This design comes from an exercise in tuning for small area, a short achievable clock period and few clock cycles on the open sky130 flow, not from production work.
The RTL was checked by simulation tests, not by an equivalence proof against the original design.
No activity file was given, so power comes from the tool's default toggle rates.

<file path="flow/run.sh">
#!/bin/bash
# synth_recipe.tcl (not shown) runs the flow's synth.tcl, then flattens the netlist and writes it again
# the make line also repeats each setting of config.mk as NAME=value (left out here)
make -C /OpenROAD-flow-scripts/flow DESIGN_CONFIG=/design/flow/config.mk WORK_HOME=/design/flow/orfs CLKGATE_MAP_FILE= SYNTH_SCRIPT=/design/flow/synth_recipe.tcl finish
</file>
<file path="flow/config.mk">
export PLATFORM = sky130hd
export DESIGN_NAME = gf2n_copro
export DESIGN_NICKNAME = gf2n_copro
export VERILOG_FILES = /design/flow/design.v
export SDC_FILE = /design/flow/constraint.sdc
export NUM_CORES = 4
export LEC_CHECK = 0
export CAP_MARGIN = 20
export CORE_MARGIN = 2
export CORE_UTILIZATION = 40
export PLACE_DENSITY = 0.6
export SETUP_SLACK_MARGIN = 3.0
export SLEW_MARGIN = 20
export TNS_END_PERCENT = 0
</file>
<file path="flow/constraint.sdc">
create_clock -name core_clock -period 8.0 [get_ports {clk}]
set_input_delay 1.6000 -clock core_clock [delete_from_list [all_inputs] [get_ports {clk}]]
set_output_delay 1.6000 -clock core_clock [all_outputs]
set_load 0.01 [all_outputs]
</file>
<file path="flow/design.v">
module gf2n_copro (
    input  wire        clk,
    input  wire        rst,      
    input  wire        sel,
    input  wire        wr,
    input  wire [13:0] addr,
    input  wire [63:0] wdata,
    output reg  [63:0] rdata,
    output wire        busy,
    output wire        done,
    output wire        err
);
    localparam [13:0] ADDR_CMD     = 14'h0000;
    localparam [13:0] ADDR_STATUS  = 14'h0001;
    localparam [13:0] ADDR_ERRINFO = 14'h0002;
    localparam [13:0] ADDR_A       = 14'h0004;
    localparam [13:0] ADDR_B       = 14'h0005;
    localparam [13:0] ADDR_M       = 14'h0006;
    localparam [13:0] ADDR_N       = 14'h0007;
    localparam [13:0] ADDR_RES     = 14'h0008;
    localparam [13:0] ADDR_RESA    = 14'h0009;
    localparam [13:0] ADDR_RESB    = 14'h000A;
    localparam [13:0] ADDR_TRCCNT  = 14'h000D;
    localparam [63:0] OP_REDUCE   = 64'd3;
    localparam [63:0] OP_MULTIPLY = 64'd4;
    localparam [63:0] OP_EVALUATE = 64'd5;
    localparam [3:0] F_ILLEGAL   = 4'd1;
    localparam [3:0] F_DEGRANGE  = 4'd2;
    localparam [3:0] F_MODDEG    = 4'd7;
    localparam [3:0] F_NONCANON  = 4'd8;
    localparam [2:0] PH_IDLE = 3'd0;
    localparam [2:0] PH_REDA = 3'd1;
    localparam [2:0] PH_REDB = 3'd2;
    localparam [2:0] PH_MULT = 3'd3;
    localparam [2:0] PH_WAIT = 3'd4;
    localparam [2:0] PH_CNT  = 3'd5;
    reg [63:0] reg_a, reg_b, reg_m, reg_n;
    reg [63:0] reg_res, reg_resa, reg_resb;
    reg [7:0]  trccnt;
    reg        st_done, st_err;
    reg [3:0]  st_errcode;
    reg        errinfo;
    reg [2:0]  phase;
    reg        is_red, is_mul;    
    reg [2:0]  slot;              
    reg        seen;              
    reg [63:0] wa;                
    reg [15:1] u;                 
    reg [1:0]  u_wait;            
    assign busy = (phase != PH_IDLE);
    assign done = st_done;
    assign err  = st_err;
    wire [5:0] n6    = reg_n[5:0];
    wire [6:0] lw    = 7'd64 - {1'b0, n6};      
    wire [3:0] q_nx  = lw[6:3];                 
    wire [2:0] o_nx  = lw[2:0];
    wire [2:0] lh_nx = (lw + 7'd15) >> 4;       
    reg  [3:0] q;
    reg  [2:0] oi;                              
    reg        n_zero;                          
    reg  [1:0] r0;
    reg  [3:0] keep16;                          
    reg  [2:0] pre_sh;                          
    wire [2:0] p0    = 3'd7 - q[2:0];
    wire [63:0] mf   = n_zero ? 64'd0 : (reg_m << {q[2:0], 3'b000});
    wire [63:0] ge_mask;    
    genvar gi;
    generate
        for (gi = 0; gi < 64; gi = gi + 1) begin : g_mask
            assign ge_mask[gi] = (gi >= n6);
        end
    endgenerate
    wire [63:0] eq_mask = ge_mask & ~{ge_mask[62:0], 1'b0};
    wire       n_range  = (reg_n[63:6] != 58'd0);
    wire       m_bad    = ((reg_m & ge_mask) != eq_mask);
    wire       a_noncan = ((reg_a & ge_mask) != 64'd0);
    wire       b_noncan = ((reg_b & ge_mask) != 64'd0);
    reg  [14:0] mtop;                           
    function [15:0] smul;
        input [15:0] x, y;
        integer i, j;
        begin
            smul = 16'd0;
            for (i = 0; i < 16; i = i + 1)
                for (j = 0; j < 16 - i; j = j + 1)
                    smul[i + j] = smul[i + j] ^ (x[i] & y[j]);
        end
    endfunction
    function [15:0] ssq;
        input [15:0] x;
        integer i;
        begin
            ssq = 16'd0;
            for (i = 0; i < 8; i = i + 1)
                ssq[2 * i] = x[i];
        end
    endfunction
    wire [15:0] mser = {mtop[0], mtop[1], mtop[2], mtop[3], mtop[4], mtop[5],
                        mtop[6], mtop[7], mtop[8], mtop[9], mtop[10], mtop[11],
                        mtop[12], mtop[13], mtop[14], 1'b1};
    wire [15:0] u2   = {14'd0, mtop[14], 1'b1};
    wire [15:0] u4   = smul(mser & 16'h000F, ssq(u2)) & 16'h000F;
    wire [15:0] u8   = smul(mser & 16'h00FF, ssq(u4)) & 16'h00FF;
    wire [15:0] u_nx = smul(mser, ssq(u8));
    wire        in_idle  = (phase == PH_IDLE);
    wire host_wr = sel && wr && !busy;
    wire cmd_wr  = host_wr && (addr == ADDR_CMD);
    wire        mode_mul = (phase == PH_MULT);
    wire [63:0] s_in     = wa;
    reg  [7:0]  mbr;
    wire [63:0] mplr = is_mul ? reg_b : reg_resb;
    wire [2:0]  mb_idx = slot - 3'd1;
    wire [7:0]  mbr_nx = mplr[{mb_idx, 3'b000} +: 8];
    wire [7:0]  mb_first = reg_b[{p0, 3'b000} +: 8];    
    wire [7:0]  bmul = mode_mul ? mbr : 8'd0;
    reg  [15:0] chr;
    wire        fin_a   = (phase == PH_REDA && slot == 3'd0);
    wire        nx_b    = fin_a || phase == PH_REDB;
    wire [1:0]  nx_idx  = (fin_a || (in_idle && !(cmd_wr && r0 != 2'd0)) ||
                           phase == PH_WAIT) ? r0 :
                          in_idle ? (r0 - 2'd1) : (slot[1:0] - 2'd1);
    wire [63:0] nx_src  = nx_b ? reg_b : reg_a;
    wire [15:0] chr_nx  = nx_src[{nx_idx, 4'b0000} +: 16];
    wire [15:0] ch16    = chr;
    wire [63:0] pre_src  = (phase == PH_REDA) ? reg_b : reg_a;
    wire [63:0] pre_kept = pre_src & {{16{keep16[3]}}, {16{keep16[2]}},
                                      {16{keep16[1]}}, {16{keep16[0]}}};
    wire [63:0] pre_val  = ({64{pre_sh[0]}} & pre_kept) |
                           ({64{pre_sh[1]}} & {8'd0, pre_kept[63:8]}) |
                           ({64{pre_sh[2]}} & {16'd0, pre_kept[63:16]});
    reg  [79:0] ins;
    integer si;
    always @(*) begin
        ins = 80'd0;
        for (si = 0; si < 9; si = si + 1)
            if (q == si) ins[si*8 +: 16] = ch16;
    end
    wire [79:0] v16 = {s_in, 16'd0} | ins;
    wire [7:0]  wtop = reg_res[49 + oi +: 8];   
    reg  [14:0] ptop;
    integer pt;
    always @(*) begin
        ptop = 15'd0;
        for (pt = 0; pt < 8; pt = pt + 1)
            if (bmul[pt]) ptop = ptop ^ ({7'd0, wtop} << pt);
    end
    wire [7:0]  stop8 = wa[49 + oi +: 8];       
    wire [7:0]  hm    = stop8 ^ {1'b0, ptop[14:8]};   
    wire [22:0] v16_top = v16[79:57];
    wire [15:0] h16  = v16_top[oi +: 16];       
    wire [15:0] h    = mode_mul ? {8'd0, hm} : h16;
    wire [15:0] uu   = {u, 1'b1};
    reg  [15:0] c;      
    integer d, e;
    always @(*) begin
        c = 16'd0;
        for (d = 0; d < 16; d = d + 1)
            for (e = 0; e <= d; e = e + 1)
                c[d] = c[d] ^ (h[15 - e] & uu[d - e]);
    end
    wire [63:0] opa  = mode_mul ? reg_res : {mf[55:0], 8'd0};
    wire [7:0]  bita;
    genvar gb;
    generate
        for (gb = 0; gb < 8; gb = gb + 1) begin : g_bita
            assign bita[gb] = mode_mul ? bmul[gb] : c[7 - gb];
        end
    endgenerate
    reg [63:0] seta, setb;
    integer fi;
    always @(*) begin
        seta = 64'd0;
        setb = 64'd0;
        for (fi = 0; fi < 8; fi = fi + 1) begin
            if (bita[fi])   seta = seta ^ (opa << fi);
            if (c[15 - fi]) setb = setb ^ (mf << fi);
        end
    end
    wire [63:0] base  = mode_mul ? {wa[55:0], 8'd0} : v16[63:0];
    wire [63:0] s_new = base ^ seta ^ setb;
    wire [63:0] s_out = n_zero ? 64'd0 : (s_new >> {q[2:0], 3'b000});
    reg  [3:0] blen;
    integer bi;
    always @(*) begin
        blen = 4'd0;
        for (bi = 0; bi < 8; bi = bi + 1)
            if (bmul[bi]) blen = bi + 1;
    end
    wire [3:0]  mcnt = mode_mul ? (seen ? 4'd8 : blen) : 4'd0;
    reg  [15:0] pend;
    reg  [4:0]  ppop;
    always @(*) begin
        ppop = 5'd0;
        for (bi = 0; bi < 16; bi = bi + 1)
            ppop = ppop + {4'd0, pend[bi]};
    end
    wire [7:0]  trc_nx = trccnt + {3'd0, ppop} + {4'd0, mcnt};
    reg  [63:0] rd_lo;
    always @(*) begin
        case (addr[3:0])
            4'h1:    rd_lo = {56'd0, st_errcode, 1'b0, st_err, st_done, busy};
            4'h2:    rd_lo = {63'd0, errinfo};
            4'h4:    rd_lo = reg_a;
            4'h5:    rd_lo = reg_b;
            4'h6:    rd_lo = reg_m;
            4'h7:    rd_lo = reg_n;
            4'h8:    rd_lo = reg_res;
            4'h9:    rd_lo = reg_resa;
            4'hA:    rd_lo = reg_resb;
            4'hD:    rd_lo = {56'd0, trccnt};
            default: rd_lo = 64'd0;
        endcase
    end
    wire addr_hi0 = (addr[13:4] == 10'd0);
    always @(*) rdata = addr_hi0 ? rd_lo : 64'd0;
    wire op_lo  = (wdata[63:3] == 61'd0);
    wire op_red = op_lo && (wdata[2:0] == 3'd3);
    wire op_mul = op_lo && (wdata[2:0] == 3'd4);
    wire op_evl = op_lo && (wdata[2:0] == 3'd5);
    wire legal  = op_red || op_mul || op_evl;
    wire ok_re  = !n_range && !m_bad;                   
    wire ok_mu  = ok_re && !a_noncan && !b_noncan;      
    wire go     = cmd_wr && (((op_red || op_evl) && ok_re) || (op_mul && ok_mu));
    wire n_wr   = host_wr && (addr == ADDR_N);
    wire m_wr   = host_wr && (addr == ADDR_M);
    wire a_wr   = host_wr && (addr == ADDR_A);
    wire u_ok   = (u_wait == 2'd0);
    wire r0z     = (r0 == 2'd0);
    wire cstep   = cmd_wr && u_ok && !r0z;
    wire in_reda = (phase == PH_REDA);
    wire in_redb = (phase == PH_REDB);
    wire last    = (slot == 3'd0);
    wire fin_ra  = in_reda && last;                     
    wire fin_rb  = in_redb && last;                     
    wire fin_mu  = mode_mul && last;                    
    wire k_evl   = !is_red && !is_mul;
    wire w_step  = cstep || ((in_reda || in_redb) && !last) || mode_mul;
    wire w_pre   = (in_idle && !cstep) || phase == PH_WAIT || (fin_ra && k_evl);
    wire w_zero  = (fin_ra && is_mul) || fin_rb;
    wire [63:0] wa_d = ({64{w_step}} & s_new) | ({64{w_pre}} & pre_val);
    wire r_out   = !rst && ((fin_ra && is_red) || fin_mu);
    wire r_new   = !rst && fin_ra && !is_red;           
    wire ra_out  = !rst && fin_ra && k_evl;
    wire rb_out  = !rst && fin_rb;
    wire [63:0] res_d = ({64{r_out}} & s_out) | ({64{r_new}} & s_new);
    always @(posedge clk) begin
        if (w_step || w_pre || w_zero)
            wa <= wa_d;
        if (rst || r_out || r_new)
            reg_res <= res_d;
        if (rst || ra_out)
            reg_resa <= {64{ra_out}} & s_out;
        if (rst || rb_out)
            reg_resb <= {64{rb_out}} & s_out;
    end
    always @(posedge clk) begin
        q      <= q_nx;
        oi     <= 3'd7 - o_nx;
        n_zero <= (q_nx == 4'd8);
        r0     <= lh_nx[1:0] - 2'd1;
        keep16 <= {lh_nx <= 3'd3, lh_nx <= 3'd2, lh_nx == 3'd1, 1'b0};
        pre_sh <= q_nx[0] ? 3'b010 : ((o_nx == 3'd0) ? 3'b001 : 3'b100);
        mtop   <= mf[42 + oi +: 15];
        u      <= u_nx[15:1];
        if (rst || n_wr)
            u_wait <= 2'd3;
        else if (m_wr)
            u_wait <= 2'd2;
        else if ((a_wr || cmd_wr || (busy && phase != PH_WAIT)) && u_wait != 2'd3)
            u_wait <= 2'd1;                     
        else if (u_wait != 2'd0)
            u_wait <= u_wait - 2'd1;
        chr  <= chr_nx;
        mbr  <= mbr_nx;
        pend <= {16{(go && cstep) || in_reda || in_redb}} & c;
        if (rst) begin
            reg_a      <= 64'd0;
            reg_b      <= 64'd0;
            reg_m      <= 64'd0;
            reg_n      <= 64'd0;
            trccnt     <= 8'd0;
            pend       <= 16'd0;
            st_done    <= 1'b0;
            st_err     <= 1'b0;
            st_errcode <= 4'd0;
            errinfo    <= 1'b0;
            phase      <= PH_IDLE;
        end else begin
            if (host_wr) begin
                case (addr)
                    ADDR_A: reg_a <= wdata;
                    ADDR_B: reg_b <= wdata;
                    ADDR_M: reg_m <= wdata;
                    ADDR_N: reg_n <= wdata;
                    default: ;
                endcase
            end
            trccnt <= trc_nx;
            if (cmd_wr) begin
                is_red     <= op_red;
                is_mul     <= op_mul;
                slot       <= r0z ? 3'd0 : {1'b0, r0 - 2'd1};
                st_done    <= 1'b0;
                st_err     <= 1'b0;
                st_errcode <= 4'd0;
                errinfo    <= 1'b0;
                if (legal)
                    trccnt <= 8'd0;
                if (!legal) begin
                    st_errcode <= F_ILLEGAL;
                    st_err     <= 1'b1;
                    st_done    <= 1'b1;
                end else if (n_range) begin
                    st_errcode <= F_DEGRANGE;
                    st_err     <= 1'b1;
                    st_done    <= 1'b1;
                end else if (m_bad) begin
                    st_errcode <= F_MODDEG;
                    st_err     <= 1'b1;
                    st_done    <= 1'b1;
                end else if (op_mul && (a_noncan || b_noncan)) begin
                    st_errcode <= F_NONCANON;
                    st_err     <= 1'b1;
                    st_done    <= 1'b1;
                    errinfo    <= !a_noncan;
                end
                if (go)
                    phase <= u_ok ? PH_REDA : PH_WAIT;
            end
            case (phase)
                PH_WAIT: begin
                    if (u_ok) begin
                        slot  <= {1'b0, r0};
                        phase <= PH_REDA;
                    end
                end
                PH_REDA, PH_REDB: begin
                    if (!last)
                        slot <= slot - 3'd1;
                    else if (in_reda && is_red)
                        phase <= PH_CNT;
                    else if (in_reda && !is_mul) begin
                        slot  <= {1'b0, r0};
                        phase <= PH_REDB;
                    end else begin
                        if (is_mul && in_reda)
                            mbr <= mb_first;
                        else
                            mbr <= s_new[63:56];        
                        seen  <= 1'b0;
                        slot  <= p0;
                        phase <= n_zero ? PH_CNT : PH_MULT;
                    end
                end
                PH_MULT: begin
                    seen <= seen || (bmul != 8'd0);
                    if (!last)
                        slot <= slot - 3'd1;
                    else begin
                        st_done <= 1'b1;
                        phase   <= PH_IDLE;
                    end
                end
                PH_CNT: begin                   
                    st_done <= 1'b1;
                    phase   <= PH_IDLE;
                end
                default: ;
            endcase
        end
    end
endmodule
</file>
==> results list, run 1 <==
- Outcome: timing/DRC/antenna clean
- R2R depth: 20
* Count of endpoints failing hold in the final timing report: 0
- Clock latency of the later-clocked register in the worst-skew pair: 750 ps
* Final TNS setup: 0 ps
* # DRC: 0
- Critical-path top delay cell: sky130_fd_sc_hd__inv_2
- The netlist uses 101 different library cells.
- Largest net degree at the start of global routing: 104
- R2r setup slk: 1850 ps
- Setup repair after global routing could not meet its margin everywhere.
- Mapped Avg Cell Area: 8.08 µm²
- Switching power as a share of total power: 26.3%
* Width of the chip: 384 µm
* Async set-reset flop share out of synthesis: 0%
- CP max FO: 87
* Die Span Y: 384 µm
- Registers are responsible for 45.7% of the overall power.
- In this run the power spent charging and discharging nets is 1970 µW.
* # hold bufs at CTS: 0
- Cell internal power was estimated by the tool at 5510 µW.
- GRT Total Usage: 51.2%
* Max-cap violations: 0
* Clock Root Buffer: sky130_fd_sc_hd__clkbuf_16
* Slew Limit Fails: 0
- Placed cell areas: 0.0628 mm²
* Max Clock Freq: 163 MHz
* Worst slew margin relative to its limit: 6.30%
- Capturing instance or port of the critical path: reg_res[45]$_DFFE_PP_
- At the worst endpoint, the required time is 8510 ps.
- Hold Path Class: flip-flop to flip-flop
- Counting flops and latches in the post-synthesis netlist gives 624.
* Most frequent cells in the layout: sky130_fd_sc_hd__nand2_1, sky130_fd_sc_hd__nor2_1, sky130_fd_sc_hd__xnor2_1
- Worst Setup End Kind: flip-flop
* Proportion of power drawn by combinational gates: 3.9%
- The routed design could run at a clock period as short as 6150 ps.
- WL per Instance: 41.0 µm
- For this run, the number of Yosys warnings is 1.
- The share of total power dissipated in the clock network is 50.4%.
- Yosys mapped a number of flops with a built-in enable equal to 262.
- At the pin with the least slew margin, the transition time is 1390 ps.
- Leaving out filler cells and counting taps, the final layout contains 9445.
- Crit path cell chain: buf_12 -> inv_2 -> buf_4 -> mux2i_1 -> nand2_1 -> nor2_1 -> a21oi_1 -> buf_4 -> nor2_1 -> xnor2_1 -> xnor2_1 -> xnor2_1 -> xnor2_1 -> xnor2_1 -> xnor3_2 -> mux2_2 -> nor2_2 -> a21oi_1 -> buf_4 -> o22ai_1
- Ratio of routed vias to standard cells: 7.08
- The first global-routing pass estimated 522000 µm of wire.
* Vias in the first global route: 60600
- For this design the top-level I/O count stands at 149.
- Kind of start point of the critical path: flip-flop
- The H-tree was split into 3 levels.
- Cts bufs inserted: 76
- Startpoint of the most critical setup path: q[0]$_DFF_P_
- The floorplan step defined a core boundary enclosing 0.143 mm².
- With fillers left out, the area of the finished cells amounts to 0.0705 mm².
- Summed over all layers, the routed wires come to 387000 µm.
* Cell family contributing the most delay on the critical path: buffers and inverters
* Total Nets Final: 7572
* Top_reg_cell synth: sky130_fd_sc_hd__dfxtp_1
- Via count: 66900
- Number of buffers between clock root and the deepest sink: 3
- Most common cell after layout, fill and taps aside: sky130_fd_sc_hd__nand2_1
- Counting buffers and inverters, the worst setup path is 20 cells deep.
- The count of nets left with antenna violations once routing finished came out at 0.
- Netlist area before placement: 0.0576 mm²
* Starting utilization of the core area: 40.2%
* Number of endpoints failing setup at the final stage: 0
- Worst R2R Start: q[0]$_DFF_P_
* Fraction of final layout cells with drive strength greater than 1: 18.7%
* Total congestion overflow: 0
- Fraction of the cycle the final worst path needs: 76.8%
- Source of the worst hold timing path: reg_b[29]$_SDFFE_PP0P_
- For the worst setup path, the data arrival time is 6660 ps.
- TritonCTS built the clock tree.
- The critical path is of the flip-flop to flip-flop type.
* Power per unit of standard cell area: 106 mW/mm²
* Antenna violations before repair: 59
- Gate count after technology mapping: 7130
- Most frequent CP cell: sky130_fd_sc_hd__xnor2_1
- VDD sags by at most 156 µV.
- Cell row count: 139
- For this design the static power due to leakage is 0.0241 µW.
* Layout filler cell count: 13800
- Routability Congestion: 1.17
* Max incr delay on CP: 670 ps
* FF-to-FF End: reg_res[45]$_DFFE_PP_
- CTS saw 624 sinks.
- The critical path contains buffers and inverters numbering 5 combined.
- Proportion of synthesized chip area in sequential cells: 26.2%
- Port bufs: 148
* DP HPWL: 266000 µm
- The first routing iteration left 13500 violations.
- For this run, the detailed router's first-pass iteration total came to 14.
- Worst clock skew: 60.7 ps
- Total nets after synthesis: 7273
* Clock transition at the register clock pins on the worst setup and hold paths after CTS: 60 ps
- Relative to the synthesized area, the layout overhead comes to 22.3%.
- Die area: 0.147 mm²
- Cell Count Post-Placement: 9017
## worst register-to-register path, delay by kind of cell, from the launching register on
kind                   cells  cell delay, ps
buffers and inverters      5            1780
XOR/XNOR                   6            1400
AND/OR/NAND/NOR            4            1150
multiplexers               2             970
flip-flops                 1             370
AO/OA/AOI/OAI              3             280
## metrics by stage
stage,utilization [%],hold WS (ps),power [µW],setup WS [ps]
5_1_grt,49.1,478,7570,1870
2_1_floorplan,-,382,3540,1150
6_report,49.2,457,7480,1850
4_1_cts,49.0,456,7420,2240
3_3_place_gp,43.8,444,3720,1000
3_5_place_dp,43.8,448,3720,924
## repair_timing
action	CTS	global route
setup buffers	206	3
setup endpoints to repair	433	437
endpoints found under the hold margin	0	0
resized for setup	588	9
cloned	25	0
pin swaps	167	3
## power groups by stage
stage,clock [µW],sequential (µW),combinational (µW)
after floorplan,0,3430,109
after global placement,0,3480,239
after detailed placement,0,3480,239
after CTS,3740,3400,271
after global routing,3870,3410,294
final,3770,3420,291
## synthesized netlist by cell type, types with 52 or more instances
| library cell | count | share of area [%] |
|---|---|---|
| sky130_fd_sc_hd__nand2_1 | 1089 | 7.1 |
| sky130_fd_sc_hd__nor2_1 | 1073 | 7.0 |
| sky130_fd_sc_hd__xnor2_1 | 706 | 11 |
| sky130_fd_sc_hd__a21oi_1 | 681 | 5.9 |
| sky130_fd_sc_hd__clkbuf_1 | 414 | 2.7 |
| sky130_fd_sc_hd__dfxtp_1 | 362 | 13 |
| sky130_fd_sc_hd__edfxtp_1 | 262 | 14 |
| sky130_fd_sc_hd__o21ai_0 | 181 | 1.6 |
| sky130_fd_sc_hd__a22oi_1 | 179 | 2.3 |
| sky130_fd_sc_hd__xnor3_1 | 175 | 6.8 |
| sky130_fd_sc_hd__mux2i_1 | 131 | 2.3 |
| sky130_fd_sc_hd__nor3_1 | 127 | 1.1 |
| sky130_fd_sc_hd__mux4_2 | 123 | 4.8 |
| sky130_fd_sc_hd__xor2_1 | 114 | 1.7 |
| sky130_fd_sc_hd__o22ai_1 | 96 | 1.0 |
| sky130_fd_sc_hd__inv_1 | 88 | 0.57 |
| sky130_fd_sc_hd__nor2b_1 | 78 | 0.85 |
| sky130_fd_sc_hd__a31oi_1 | 77 | 0.84 |
| sky130_fd_sc_hd__nand3_1 | 76 | 0.66 |
| sky130_fd_sc_hd__buf_2 | 72 | 0.63 |
| sky130_fd_sc_hd__a222oi_1 | 67 | 1.2 |
| sky130_fd_sc_hd__buf_1 | 66 | 0.43 |
| sky130_fd_sc_hd__a221oi_1 | 63 | 0.96 |
| sky130_fd_sc_hd__mux2_2 | 57 | 1.1 |
| sky130_fd_sc_hd__a22o_1 | 55 | 0.84 |
| sky130_fd_sc_hd__a21boi_0 | 52 | 0.68 |
## per-layer routing
| metal | GRT usage [%] | share of wire [%] |
|---|---|---|
| met5 | 2.14 | 0.14 |
| met4 | 45.7 | 12 |
| met3 | 25.4 | 17 |
| met2 | 68.5 | 38 |
| met1 | 59.3 | 33 |
## worst min-delay path by stage
| stage | to | slack (ps) | cells past startpoint |
|---|---|---|---|
| floorplan | u[1]$_DFF_P_ | 380 | 0 |
| global placement | reg_b[17]$_SDFFE_PP0P_ | 440 | 2 |
| detailed placement | reg_b[29]$_SDFFE_PP0P_ | 450 | 2 |
| CTS | reg_b[29]$_SDFFE_PP0P_ | 460 | 2 |
| global route | reg_b[29]$_SDFFE_PP0P_ | 480 | 2 |
| finish | reg_b[29]$_SDFFE_PP0P_ | 460 | 2 |
## flip-flops by register name, summed over array words and instances, names as in the netlist, 16 cells and up
name / count
reg_a: 64
reg_b: 64
reg_m: 64
reg_n: 64
reg_res: 64
reg_resa: 64
reg_resb: 64
wa: 64
chr: 16
pend: 16
## cell type report
cell class / instances / area [µm²] / share of cell area [%]
timing repair buffer: 814 / 7650 / 10.9
inverter: 93 / 368 / 0.522
tap: 1903 / 2380 / 3.38
antenna: 49 / 123 / 0.174
clock buffer: 107 / 2120 / 3.01
multi-input combinational: 5820 / 42200 / 59.8
sequential: 624 / 15200 / 21.5
clock inverter: 35 / 487 / 0.691
## kinds of logic after synthesis
group	share of synthesized area [%]
AOI/OAI and AO/OA	19.7
xor gates and xnor gates	19.9
adders and majority gates	1.50
buffers and inverters	5.07
DFF	26.2
muxes	8.22
and+or+nand+nor	19.4
Testbench counts, summed over its fixed seeds: cycles 16,511.
==> run 2, diff against run 1 <==
--- a/flow/design.v
+++ b/flow/design.v
@@ -117,9 +117,10 @@
     wire        fin_a   = (phase == PH_REDA && slot == 3'd0);
     wire        nx_b    = fin_a || phase == PH_REDB;
-    wire [1:0]  nx_idx  = (fin_a || (in_idle && !(cmd_wr && r0 != 2'd0)) ||
-                           phase == PH_WAIT) ? r0 :
-                          in_idle ? (r0 - 2'd1) : (slot[1:0] - 2'd1);
+    wire [1:0]  nx_idx  = (fin_a || in_idle || phase == PH_WAIT) ? r0
+                                                                 : (slot[1:0] - 2'd1);
     wire [63:0] nx_src  = nx_b ? reg_b : reg_a;
-    wire [15:0] chr_nx  = nx_src[{nx_idx, 4'b0000} +: 16];
+    wire [1:0]  r0m1    = r0 - 2'd1;
+    wire [15:0] chr_nx  = (in_idle && cmd_wr && r0 != 2'd0) ? reg_a[{r0m1, 4'b0000} +: 16]
+                                                           : nx_src[{nx_idx, 4'b0000} +: 16];
     wire [15:0] ch16    = chr;
     wire [63:0] pre_src  = (phase == PH_REDA) ? reg_b : reg_a;
@@ -129,12 +130,19 @@
                            ({64{pre_sh[1]}} & {8'd0, pre_kept[63:8]}) |
                            ({64{pre_sh[2]}} & {16'd0, pre_kept[63:16]});
-    reg  [79:0] ins;
-    integer si;
-    always @(*) begin
-        ins = 80'd0;
-        for (si = 0; si < 9; si = si + 1)
-            if (q == si) ins[si*8 +: 16] = ch16;
-    end
+    function [79:0] place;
+        input [15:0] ch;
+        integer si;
+        begin
+            place = 80'd0;
+            for (si = 0; si < 9; si = si + 1)
+                if (q == si) place[si*8 +: 16] = ch;
+        end
+    endfunction
+    wire [79:0] ins = place(ch16);
     wire [79:0] v16 = {s_in, 16'd0} | ins;
+    reg  [15:0] insw;
+    wire [79:0] ins_nx = place(chr_nx);
+    wire [22:0] ins_nx_top = ins_nx[79:57];
+    wire [15:0] insw_nx = ins_nx_top[oi +: 16];
     wire [7:0]  wtop = reg_res[49 + oi +: 8];   
     reg  [14:0] ptop;
@@ -145,8 +153,7 @@
             if (bmul[pt]) ptop = ptop ^ ({7'd0, wtop} << pt);
     end
-    wire [7:0]  stop8 = wa[49 + oi +: 8];       
-    wire [7:0]  hm    = stop8 ^ {1'b0, ptop[14:8]};   
-    wire [22:0] v16_top = v16[79:57];
-    wire [15:0] h16  = v16_top[oi +: 16];       
+    reg  [15:0] sw;
+    wire [7:0]  hm    = sw[15:8] ^ {1'b0, ptop[14:8]};   
+    wire [15:0] h16  = sw | insw;               
     wire [15:0] h    = mode_mul ? {8'd0, hm} : h16;
     wire [15:0] uu   = {u, 1'b1};
@@ -180,13 +187,18 @@
     wire [63:0] s_new = base ^ seta ^ setb;
     wire [63:0] s_out = n_zero ? 64'd0 : (s_new >> {q[2:0], 3'b000});
-    reg  [3:0] blen;
+    function [3:0] blen8;
+        input [7:0] x;
+        integer i;
+        begin
+            blen8 = 4'd0;
+            for (i = 0; i < 8; i = i + 1)
+                if (x[i]) blen8 = i + 1;
+        end
+    endfunction
+    reg  [3:0]  mblen;                          
     integer bi;
-    always @(*) begin
-        blen = 4'd0;
-        for (bi = 0; bi < 8; bi = bi + 1)
-            if (bmul[bi]) blen = bi + 1;
-    end
-    wire [3:0]  mcnt = mode_mul ? (seen ? 4'd8 : blen) : 4'd0;
+    wire [3:0]  mcnt = mode_mul ? (seen ? 4'd8 : mblen) : 4'd0;
     reg  [15:0] pend;
+    reg         pend_ok;                        
     reg  [4:0]  ppop;
     always @(*) begin
@@ -195,5 +207,5 @@
             ppop = ppop + {4'd0, pend[bi]};
     end
-    wire [7:0]  trc_nx = trccnt + {3'd0, ppop} + {4'd0, mcnt};
+    wire [7:0]  trc_nx = trccnt + ({3'd0, ppop} & {8{pend_ok}}) + {4'd0, mcnt};
     reg  [63:0] rd_lo;
     always @(*) begin
@@ -244,7 +256,11 @@
     wire rb_out  = !rst && fin_rb;
     wire [63:0] res_d = ({64{r_out}} & s_out) | ({64{r_new}} & s_new);
+    wire [15:0] sw_d = ({16{w_step}} & s_new[41 + oi +: 16]) |
+                       ({16{w_pre}}  & pre_val[41 + oi +: 16]);
     always @(posedge clk) begin
-        if (w_step || w_pre || w_zero)
+        if (w_step || w_pre || w_zero) begin
             wa <= wa_d;
+            sw <= sw_d;
+        end
         if (rst || r_out || r_new)
             reg_res <= res_d;
@@ -272,6 +288,9 @@
             u_wait <= u_wait - 2'd1;
         chr  <= chr_nx;
-        mbr  <= mbr_nx;
-        pend <= {16{(go && cstep) || in_reda || in_redb}} & c;
+        insw <= insw_nx;
+        mbr     <= mbr_nx;
+        mblen   <= blen8(mbr_nx);
+        pend    <= c;
+        pend_ok <= (go && cstep) || in_reda || in_redb;
         if (rst) begin
             reg_a      <= 64'd0;
@@ -280,5 +299,5 @@
             reg_n      <= 64'd0;
             trccnt     <= 8'd0;
-            pend       <= 16'd0;
+            pend_ok    <= 1'b0;
             st_done    <= 1'b0;
             st_err     <= 1'b0;
@@ -344,8 +363,11 @@
                         phase <= PH_REDB;
                     end else begin
-                        if (is_mul && in_reda)
-                            mbr <= mb_first;
-                        else
-                            mbr <= s_new[63:56];        
+                        if (is_mul && in_reda) begin
+                            mbr   <= mb_first;
+                            mblen <= blen8(mb_first);
+                        end else begin
+                            mbr   <= s_new[63:56];      
+                            mblen <= blen8(s_new[63:56]);
+                        end
                         seen  <= 1'b0;
                         slot  <= p0;
==> results list, run 2 <==
- Number of placed I/O pins: 149 (unchanged)
* WHS: 458 ps (+1.57 ps)
* Most common cell after layout, fill and taps aside: sky130_fd_sc_hd__nand2_1
* Fraction of the cycle the final worst path needs: 74.6% (-2.3 points)
- Worst Setup Slack post-DPL: 1130 ps (+201 ps)
- CP max FO: 10 (-89%)
* Placeable core region: 0.147 mm² (+2.8%)
- Top cell type by total area after synthesis: sky130_fd_sc_hd__edfxtp_1
- WL per Instance: 42.7 µm (+4.2%)
* Power per unit of standard cell area: 111 mW/mm² (+4.3%)
- The total grt overflow came to 0 (unchanged).
- The number of register bits inferred by synthesis is 652 (+4.5%).
* Cell row count: 141 (+1.4%)
- Worst clock skew: 42.0 ps (-18.7 ps)
- The cts-stage hold buffer count is 0 (unchanged).
- Leakage power of the design: 0.0235 µW (-2.4%)
- The fraction of final layout cells with drive strength greater than 1 is 17.2% (-1.5 points).
- Width of the chip: 389 µm (+1.3%)
- Arrival time of data at the critical path endpoint: 6460 ps (-200 ps)
- The number of fill cells in the layout came to 14500 (+4.9%).
* Total wire length: 412000 µm (+6.5%)
- Outcome: timing/DRC/antenna clean
* # DRC: 0 (unchanged)
- Max Clock Freq: 168 MHz (+3.1%)
- Num Clock Sinks: 652 (+4.5%)
- Kind of start point of the critical path: flip-flop
- The count of synthesis-stage warnings from yosys came to 1 (unchanged).
* Max-cap violations: 0 (unchanged)
* Worst Max-Slew Pin Slew: 1310 ps (-80.1 ps)
* Worst-case setup margin in the final layout: 2040 ps (+182 ps)
* Most repeated cell in the gate-level netlist after synthesis: sky130_fd_sc_hd__nand2_1
- Hold Path Class: flip-flop to flip-flop
- Routability Congestion: 1.11 (-5.1%)
- Final TNS setup: 0 ps (unchanged)
- The effective utilization at floorplan came to 40.2% (about the same).
* Worst slew margin relative to its limit: 11.5% (+5.2 points)
- The total number of H-tree levels was 3 (unchanged).
- Worst VDD drop: 145 µV (-7.1%)
- The first-pass GRT wire length is 549000 µm (+5.1%).
* Count of endpoints failing hold in the final timing report: 0 (unchanged)
- The mean area per synthesized cell is 8.03 µm² (-0.60%).
- Kind of critical path: flip-flop to flip-flop
- Ratio of routed vias to standard cells: 7.02 (-0.79%)
- The number of flops mapped to enable cells by yosys was 270 (+3.1%).
- The number of detailed-route iterations in the first pass is 13 (-1).
- After synthesis, the cell types taking the most area are sky130_fd_sc_hd__edfxtp_1, sky130_fd_sc_hd__dfxtp_1, sky130_fd_sc_hd__xnor2_1, sky130_fd_sc_hd__nand2_1, sky130_fd_sc_hd__nor2_1.
* Clock tree from TritonCTS: built
- Port bufs: 148 (unchanged)
* Top_reg_cell synth: sky130_fd_sc_hd__dfxtp_1
- Clock Root Buffer: sky130_fd_sc_hd__clkbuf_16
- DRT iter0 DRCs: 12500 (-7.6%)
- The top cell types in the final layout, fill and taps aside, are sky130_fd_sc_hd__nand2_1, sky130_fd_sc_hd__nor2_1, sky130_fd_sc_hd__xnor2_1.
* Cts bufs inserted: 82 (+7.9%)
- The pin count of the biggest net entering global routing came to 114 (+9.6%).
* Number of unique standard cell types used by synthesis: 102 (+0.99%)
- Area share of the largest cell type after synthesis: 13.7% (+0.046 points)
- Setup repair after global routing could not meet its margin everywhere.
- Data required time of the critical path: 8500 ps (about the same)
- DP HPWL: 303000 µm (+14%)
* Clock latency of the later-clocked register in the worst-skew pair: 730 ps (-20 ps)
- Layout overhead on the synthesized area: 19.9%
- Die area: 0.151 mm² (+2.7%)
* Worst Setup End Kind: flip-flop
- Sorting the synthesized cells by how often they occur yields sky130_fd_sc_hd__nand2_1, sky130_fd_sc_hd__nor2_1, sky130_fd_sc_hd__xnor2_1, sky130_fd_sc_hd__a21oi_1, sky130_fd_sc_hd__clkbuf_1.
- Total Nets Final: 7723 (+2.0%)
* Antenna violations before repair: 52 (-12%)
* Die Span Y: 389 µm (+1.3%)
- The aggregate global-route resource usage is 52.9% (+1.7 points).
- The proportion of register bits with asynchronous set or reset after synthesis came to 0% (unchanged).
- The number of instances in the synthesized netlist is 7367 (+3.3%).
* Vias in the first global route: 61600 (+1.7%)
- The portion of the post-synthesis area used by sequential elements came to 26.6% (+0.39 points).
- Total nets after synthesis: 7495 (+3.1%)
- Count of antenna-violating nets left after detailed routing: 0 (unchanged)
* Number of endpoints failing setup at the final stage: 0 (unchanged)
* Clock transition at the register clock pins on the worst setup and hold paths after CTS: 60 ps (about the same)
- Slew Limit Fails: 0 (unchanged)
- Via count: 67800 (+1.4%)
- Netlist area before placement: 0.0592 mm² (+2.7%)
- The number of buffers between clock root and the deepest sink is 3 (unchanged).
- Fin crit period: 5960 ps (-182 ps)
run 2: changes by cell type in the layout (fill, tap and decap cells not counted), moves of 41 or more:
cell	previous run	this run
sky130_fd_sc_hd__a22oi_1	159	206
sky130_fd_sc_hd__nand2_1	1078	1148
sky130_fd_sc_hd__mux2i_1	121	164
sky130_fd_sc_hd__a21oi_1	660	560
sky130_fd_sc_hd__nor2b_1	74	27
sky130_fd_sc_hd__buf_4	558	513
sky130_fd_sc_hd__nand3_1	74	120
sky130_fd_sc_hd__a31oi_1	33	74
run 2: worst paths after layout:
path / slack (ps) / endpoint / startpoint / depth (start not counted)
min: 460 / reg_b[54]$_SDFFE_PP0P_ / reg_b[54]$_SDFFE_PP0P_ / 2
max reg2reg: 2040 / reg_res[31]$_DFFE_PP_ / reg_m[28]$_SDFFE_PP0P_ / 17
max: 2040 / reg_res[31]$_DFFE_PP_ / reg_m[28]$_SDFFE_PP0P_ / 17
min reg2reg: 460 / reg_b[54]$_SDFFE_PP0P_ / reg_b[54]$_SDFFE_PP0P_ / 2
run 2: routing by layer:
layer  GRT usage (%)  share of wire [%]  routed length [µm]
met5           0.542              0.019                  80
met1            62.8                 35              143000
met4            49.6                 12               48400
met2            72.6                 39              162000
met3            20.3                 14               58700
run 2: critical path: stages, from the launching register on:
cell and delay, ps:
sky130_fd_sc_hd__dfxtp_1 1070, sky130_fd_sc_hd__buf_4 370, sky130_fd_sc_hd__mux4_2 330, sky130_fd_sc_hd__mux2i_1 110, sky130_fd_sc_hd__or2_2 470, sky130_fd_sc_hd__o21ai_0 370
sky130_fd_sc_hd__nand2_1 130, sky130_fd_sc_hd__xor2_1 180, sky130_fd_sc_hd__xnor2_1 300, sky130_fd_sc_hd__xnor3_1 350, sky130_fd_sc_hd__xnor2_2 230, sky130_fd_sc_hd__xnor2_1 150
sky130_fd_sc_hd__xnor3_2 550, sky130_fd_sc_hd__buf_4 220, sky130_fd_sc_hd__or3_1 330, sky130_fd_sc_hd__o21ai_2 90, sky130_fd_sc_hd__o21ai_4 120, sky130_fd_sc_hd__o32ai_1 310
run 2: through the flow:
stage	area, µm²	power (µW)	cells	util, %
2_1_floorplan	59200	3690	7367	-
5_1_grt	70800	7960	9597	48.1
3_5_place_dp	64300	3860	9264	43.6
3_3_place_gp	64300	3860	9263	43.6
6_report	71000	7850	9655	48.2
4_1_cts	70400	7820	9576	47.8
run 2: cells by family (layout without fill, tap and decap cells):
group	after synthesis	in the layout	synth area share, %
other	0	62	0
AOI/OAI and AO/OA	1732	1732	19.0
adders and majority gates	46	46	1.16
and+or+nand+nor	2795	2802	19.8
buffers and inverters	720	1009	4.99
muxes	394	394	9.77
DFF	652	652	26.6
xor gates and xnor gates	1028	1028	18.6
run 2: final cells by class:
type / count / area (µm²) / share of cell area [%]
inverter: 115 / 459 / 0.647
clock buffer: 109 / 2290 / 3.23
clock inverter: 43 / 526 / 0.741
tap: 1930 / 2410 / 3.40
multi-input combinational: 6002 / 42600 / 60.0
sequential: 652 / 15800 / 22.3
timing repair buffer: 742 / 6740 / 9.49
antenna: 62 / 155 / 0.219
run 2: where the power goes:
part | internal [µW] | switching (µW)
sequential | 3490 | 74.1
combinational | 85.6 | 185
clock | 2270 | 1750
total | 5840 | 2010
run 2: repair_timing:
| item | in CTS | in global routing |
|---|---|---|
| buffers inserted | 142 | 15 |
| cloned | 18 | 0 |
| gates resized for setup | 472 | 52 |
| pin swaps | 64 | 30 |
| setup endpoints to repair | 451 | 437 |
Testbench counts of run 2, summed over its fixed seeds: cycles 16,511.
==> run 3, diff against run 2 <==
--- a/flow/design.v
+++ b/flow/design.v
@@ -208,22 +208,37 @@
     end
     wire [7:0]  trc_nx = trccnt + ({3'd0, ppop} & {8{pend_ok}}) + {4'd0, mcnt};
-    reg  [63:0] rd_lo;
+    reg  [63:0] rd_g1, rd_g2;
+    reg  [7:0]  rd_g0, rd_g3;
     always @(*) begin
-        case (addr[3:0])
-            4'h1:    rd_lo = {56'd0, st_errcode, 1'b0, st_err, st_done, busy};
-            4'h2:    rd_lo = {63'd0, errinfo};
-            4'h4:    rd_lo = reg_a;
-            4'h5:    rd_lo = reg_b;
-            4'h6:    rd_lo = reg_m;
-            4'h7:    rd_lo = reg_n;
-            4'h8:    rd_lo = reg_res;
-            4'h9:    rd_lo = reg_resa;
-            4'hA:    rd_lo = reg_resb;
-            4'hD:    rd_lo = {56'd0, trccnt};
-            default: rd_lo = 64'd0;
+        case (addr[1:0])
+            2'd1:    rd_g0 = {st_errcode, 1'b0, st_err, st_done, busy};
+            2'd2:    rd_g0 = {7'd0, errinfo};
+            default: rd_g0 = 8'd0;
         endcase
+        case (addr[1:0])
+            2'd0:    rd_g1 = reg_a;
+            2'd1:    rd_g1 = reg_b;
+            2'd2:    rd_g1 = reg_m;
+            default: rd_g1 = reg_n;
+        endcase
+        case (addr[1:0])
+            2'd0:    rd_g2 = reg_res;
+            2'd1:    rd_g2 = reg_resa;
+            2'd2:    rd_g2 = reg_resb;
+            default: rd_g2 = 64'd0;
+        endcase
+        rd_g3 = (addr[1:0] == 2'd1) ? trccnt : 8'd0;
     end
     wire addr_hi0 = (addr[13:4] == 10'd0);
-    always @(*) rdata = addr_hi0 ? rd_lo : 64'd0;
+    always @(*) begin
+        case (addr[3:2])
+            2'd0:    rdata = {56'd0, rd_g0};
+            2'd1:    rdata = rd_g1;
+            2'd2:    rdata = rd_g2;
+            default: rdata = {56'd0, rd_g3};
+        endcase
+        if (!addr_hi0)
+            rdata = 64'd0;
+    end
     wire op_lo  = (wdata[63:3] == 61'd0);
     wire op_red = op_lo && (wdata[2:0] == 3'd3);
==> results list, run 3 <==
- Outcome: timing/DRC/antenna clean
- By count the netlist is led by sky130_fd_sc_hd__nor2_1, sky130_fd_sc_hd__nand2_1, sky130_fd_sc_hd__xnor2_1, sky130_fd_sc_hd__a21oi_1, sky130_fd_sc_hd__clkbuf_1.
- Arrival time of data at the critical path endpoint: 6500 ps (+40 ps)
- The minimum clock period after layout is 6070 ps (+106 ps).
* Num Clock Sinks: 652 (unchanged)
* Simple logic cell fraction of the synthesized area: 20.8% (+0.92 points)
- In this run the worst hold path is classified as flip-flop to flip-flop.
- #FFs+latches synth: 652 (unchanged)
- Port bufs: 148 (unchanged)
* Most frequent cells in the layout: sky130_fd_sc_hd__nor2_1, sky130_fd_sc_hd__nand2_1, sky130_fd_sc_hd__xnor2_1
- WHS: 457 ps (-1.34 ps)
- Count of endpoints failing hold in the final timing report: 0 (unchanged)
* Ratio of routed vias to standard cells: 6.91 (-1.6%)
- Cts bufs inserted: 83 (+1.2%)
* Number of endpoints failing setup at the final stage: 0 (unchanged)
- The worst slack after detailed placement was 990 ps (-136 ps).
* Most repeated cell in the gate-level netlist after synthesis: sky130_fd_sc_hd__nor2_1
- Mapped Avg Cell Area: 7.90 µm² (-1.7%)
* Fraction of final layout cells with drive strength greater than 1: 16.6% (-0.60 points)
- Total wire length: 413000 µm (+0.20%)
* Max-cap violations: 0 (unchanged)
- Number of levels in the clock H-tree: 3 (unchanged)
- Worst Setup End Kind: flip-flop
- Gate count after technology mapping: 7671 (+4.1%)
* Number of unique standard cell types used by synthesis: 101 (-0.98%)
- The fraction of the mapped netlist area in adder cells was 1.22% (+0.056 points).
- The maximum VDD drop came to 174 µV (+20%).
* Final TNS setup: 0 ps (unchanged)
- After synthesis, the largest family of logic cells by area is simple AND/OR/NAND/NOR gates.
- Number of buffers between clock root and the deepest sink: 3 (unchanged)
* Via count: 69100 (+1.9%)
* Number of placed I/O pins: 149 (unchanged)
- The leakage power total was 0.0249 µW (+6.2%).
- The DRC violation count after routing was 0 (unchanged).
* Most common cell after layout, fill and taps aside: sky130_fd_sc_hd__nor2_1
- Antenna violations before repair: 37 (-29%)
- Die area: 0.155 mm² (+2.3%)
- The effective utilization at floorplan was 40.4% (+0.18 points).
- CP max FO: 18 (+8)
- The pin count of the biggest net entering global routing was 187 (+64%).
- Die Span Y: 393 µm (+1.2%)
- The aggregate global-route resource usage was 52.1% (-0.75 points).
- The post-synth net total was 7803 (+4.1%).
- First-pass GRT wire length: 551000 µm (+0.45%)
- Vias in the first global route: 63500 (+3.0%)
* Count of antenna-violating nets left after detailed routing: 0 (unchanged)
* Layout overhead on the synthesized area: 19.6%
- The final worst-path setup slack was 1930 ps (-106 ps).
* Clock latency of the later-clocked register in the worst-skew pair: 770 ps (+40 ps)
* Power per unit of standard cell area: 122 mW/mm² (+10%)
* Number of detailed-route iterations in the first pass: 12 (-1)
- The tree is rooted in a sky130_fd_sc_hd__clkbuf_16.
- The worst slew margin relative to its limit came to 15.2% (+3.7 points).
* Top_reg_cell synth: sky130_fd_sc_hd__dfxtp_1
- Routability Congestion: 1.10 (-0.61%)
- The cts-stage hold buffer count was 0 (unchanged).
* Data required time of the critical path: 8430 ps (-70 ps)
- Parity-gate share of the synthesized area counting xor and xnor cells: 18.1% (-0.57 points)
- The cell area after synthesis came to 0.0606 mm² (+2.4%).
* DRT iter0 DRCs: 12000 (-3.4%)
- Proportion of synthesized chip area in sequential cells: 26.0% (-0.61 points)
- Total Nets Final: 8019 (+3.8%)
* Area share of the largest cell type after synthesis: 13.4% (-0.32 points)
- Width of the chip: 393 µm (+1.2%)
- Sorting the synthesized cells by area gives the leading types as sky130_fd_sc_hd__edfxtp_1, sky130_fd_sc_hd__dfxtp_1, sky130_fd_sc_hd__xnor2_1, sky130_fd_sc_hd__nor2_1, sky130_fd_sc_hd__nand2_1.
- Placeable core region: 0.150 mm² (+1.9%)
* Kind of start point of the critical path: flip-flop
* Fraction of the core area covered by cells at the end of the flow: 48.3% (+0.098 points)
- Kind of critical path: flip-flop to flip-flop
- The routed wire length per instance is 41.3 µm (-3.3%).
- Share of the synthesized area in compound gates (AO/OA/AOI/OAI): 19.0% (+0.029 points)
- RSZ-0062 raised after global routing: true
* Clock tree from TritonCTS: built
* DP HPWL: 297000 µm (-1.9%)
* Top cell type by total area after synthesis: sky130_fd_sc_hd__edfxtp_1
* Fraction of the cycle the final worst path needs: 75.9% (+1.3 points)
- Worst Max-Slew Pin Slew: 1260 ps (-54.3 ps)
* Multiplexer share of the synthesized area: 9.65% (-0.12 points)
* Worst clock skew: 92.3 ps (+50.3 ps)
* Slew Limit Fails: 0 (unchanged)
* Total congestion overflow: 0 (unchanged)
* Async set-reset flop share out of synthesis: 0% (unchanged)
- The count of synthesis-stage warnings from yosys came to 1 (unchanged).
* Clock transition at the register clock pins on the worst setup and hold paths after CTS: 60 ps (about the same)
- Max Clock Freq: 165 MHz (-1.7%)
- R2r setup slk: 1930 ps (-110 ps)
- The number of rows created at floorplan was 142 (+0.71%).
* EDFF count, synth: 270 (unchanged)
run 3: power by group:
part | switching (µW) | internal (µW) | leakage (µW)
clock network | 1800 | 2240 | 0.00137
logic | 759 | 394 | 0.0175
registers | 116 | 3520 | 0.00602
run 3: cell type report:
type	count	area (µm²)
antenna	28	70.1
clock buffer	113	2320
clock inverter	41	537
fill	15000	77700
inverter	124	480
multi-input combinational	6270	43500
sequential	652	15800
tap	2016	2520
timing repair buffer	756	7200
run 3: per-layer routing:
metal | vias up | GRT usage, % | share of wire (%)
li1 | 27600 | - | -
met1 | 33600 | 62.3 | 35
met2 | 6075 | 72.7 | 40
met3 | 1825 | 17.7 | 13
met4 | 12 | 49.3 | 12
met5 | - | 0 | 0.020
run 3: path summary, 6_finish.rpt:
check                           endpoint  cells after the start                    from
hold / removal    reg_m[14]$_SDFFE_PP0P_                      2  reg_m[14]$_SDFFE_PP0P_
setup reg to reg   reg_res[44]$_DFFE_PP_                     20            q[2]$_DFF_P_
hold reg to reg   reg_m[14]$_SDFFE_PP0P_                      2  reg_m[14]$_SDFFE_PP0P_
setup / recovery   reg_res[44]$_DFFE_PP_                     20            q[2]$_DFF_P_
run 3: per-stage QoR:
step | instances | power [µW] | area, µm²
CTS | 9963 | 8730 | 72300
finish | 10000 | 8830 | 72500
floorplan | 7671 | 4160 | 60700
global placement | 9608 | 4660 | 65500
detailed placement | 9609 | 4660 | 65500
global route | 9975 | 8930 | 72400
run 3: critical path: stages (launching register included):
cell and delay (ps):
sky130_fd_sc_hd__dfxtp_4 420, sky130_fd_sc_hd__buf_4 250, sky130_fd_sc_hd__nor2_2 560, sky130_fd_sc_hd__buf_4 370, sky130_fd_sc_hd__nand2_4 150, sky130_fd_sc_hd__o21ai_0 240
sky130_fd_sc_hd__xor2_1 270, sky130_fd_sc_hd__xnor2_1 130, sky130_fd_sc_hd__xnor2_1 210, sky130_fd_sc_hd__xnor2_1 160, sky130_fd_sc_hd__xnor2_1 160, sky130_fd_sc_hd__xnor2_1 160
sky130_fd_sc_hd__xnor3_1 270, sky130_fd_sc_hd__xor2_1 200, sky130_fd_sc_hd__xnor2_2 340, sky130_fd_sc_hd__xnor2_4 220, sky130_fd_sc_hd__buf_6 180, sky130_fd_sc_hd__a21o_1 230
sky130_fd_sc_hd__o21ai_0 820, sky130_fd_sc_hd__buf_4 320, sky130_fd_sc_hd__o21ai_0 100
run 3: logic make-up (layout without fill, tap and decap cells):
kind of cell,count (synthesis),count (layout)
compound gates,1777,1777
flops,652,652
mux,386,386
xor+xnor,990,992
simple gates,3051,3065
buf+inv,765,1034
other cells,0,28
fa+ha+maj,50,50
run 3: what timing repair did:
action | in CTS | in global routing
buffers inserted | 172 | 8
gates cloned | 28 | 0
pin swaps | 105 | 6
endpoints found under the setup margin | 443 | 422
gates resized for setup | 420 | 13
Testbench counts of run 3, summed over its fixed seeds: cycles 16,511.

==> re-timing with driven ports <==
How much do the figures lean on ideal ports? The routed layouts below were timed once more, with nothing changed but the port constraints.
Step 1, drivers: a clkbuf_16 drives clk and a buf_2 each remaining input, both assumed.
Step 2 adds t to the input delays and takes it off the output delays; t is the mean of the earliest and latest rising clock arrival at the registers after step 1. Input paths then give back, and output paths get back, about the clock's delay inside the block.
Three values: no drivers, after step 1, after step 2; two values: the first two.
| run | t (ns) | setup WS [ns] | worst setup path after step 2 | worst slew at a driven data input, ns | cell pins on the clock port's net |
|---|---|---|---|---|---|
| run 1 | 0.806 | 1.853 / 1.853 / 1.853 | register to register | 0.07 | 1 |
| run 2 | 0.796 | 2.035 / 2.035 / 1.646 | input to register | 0.08 | 1 |
| run 3 | 0.819 | 1.929 / 1.929 / 1.386 | input to register | 0.08 | 1 |
After both steps setup and hold are still met in every run listed. The setup slack of run 3, which loses most, moves by 0.000 ns with the drivers and by -0.543 ns with both steps.
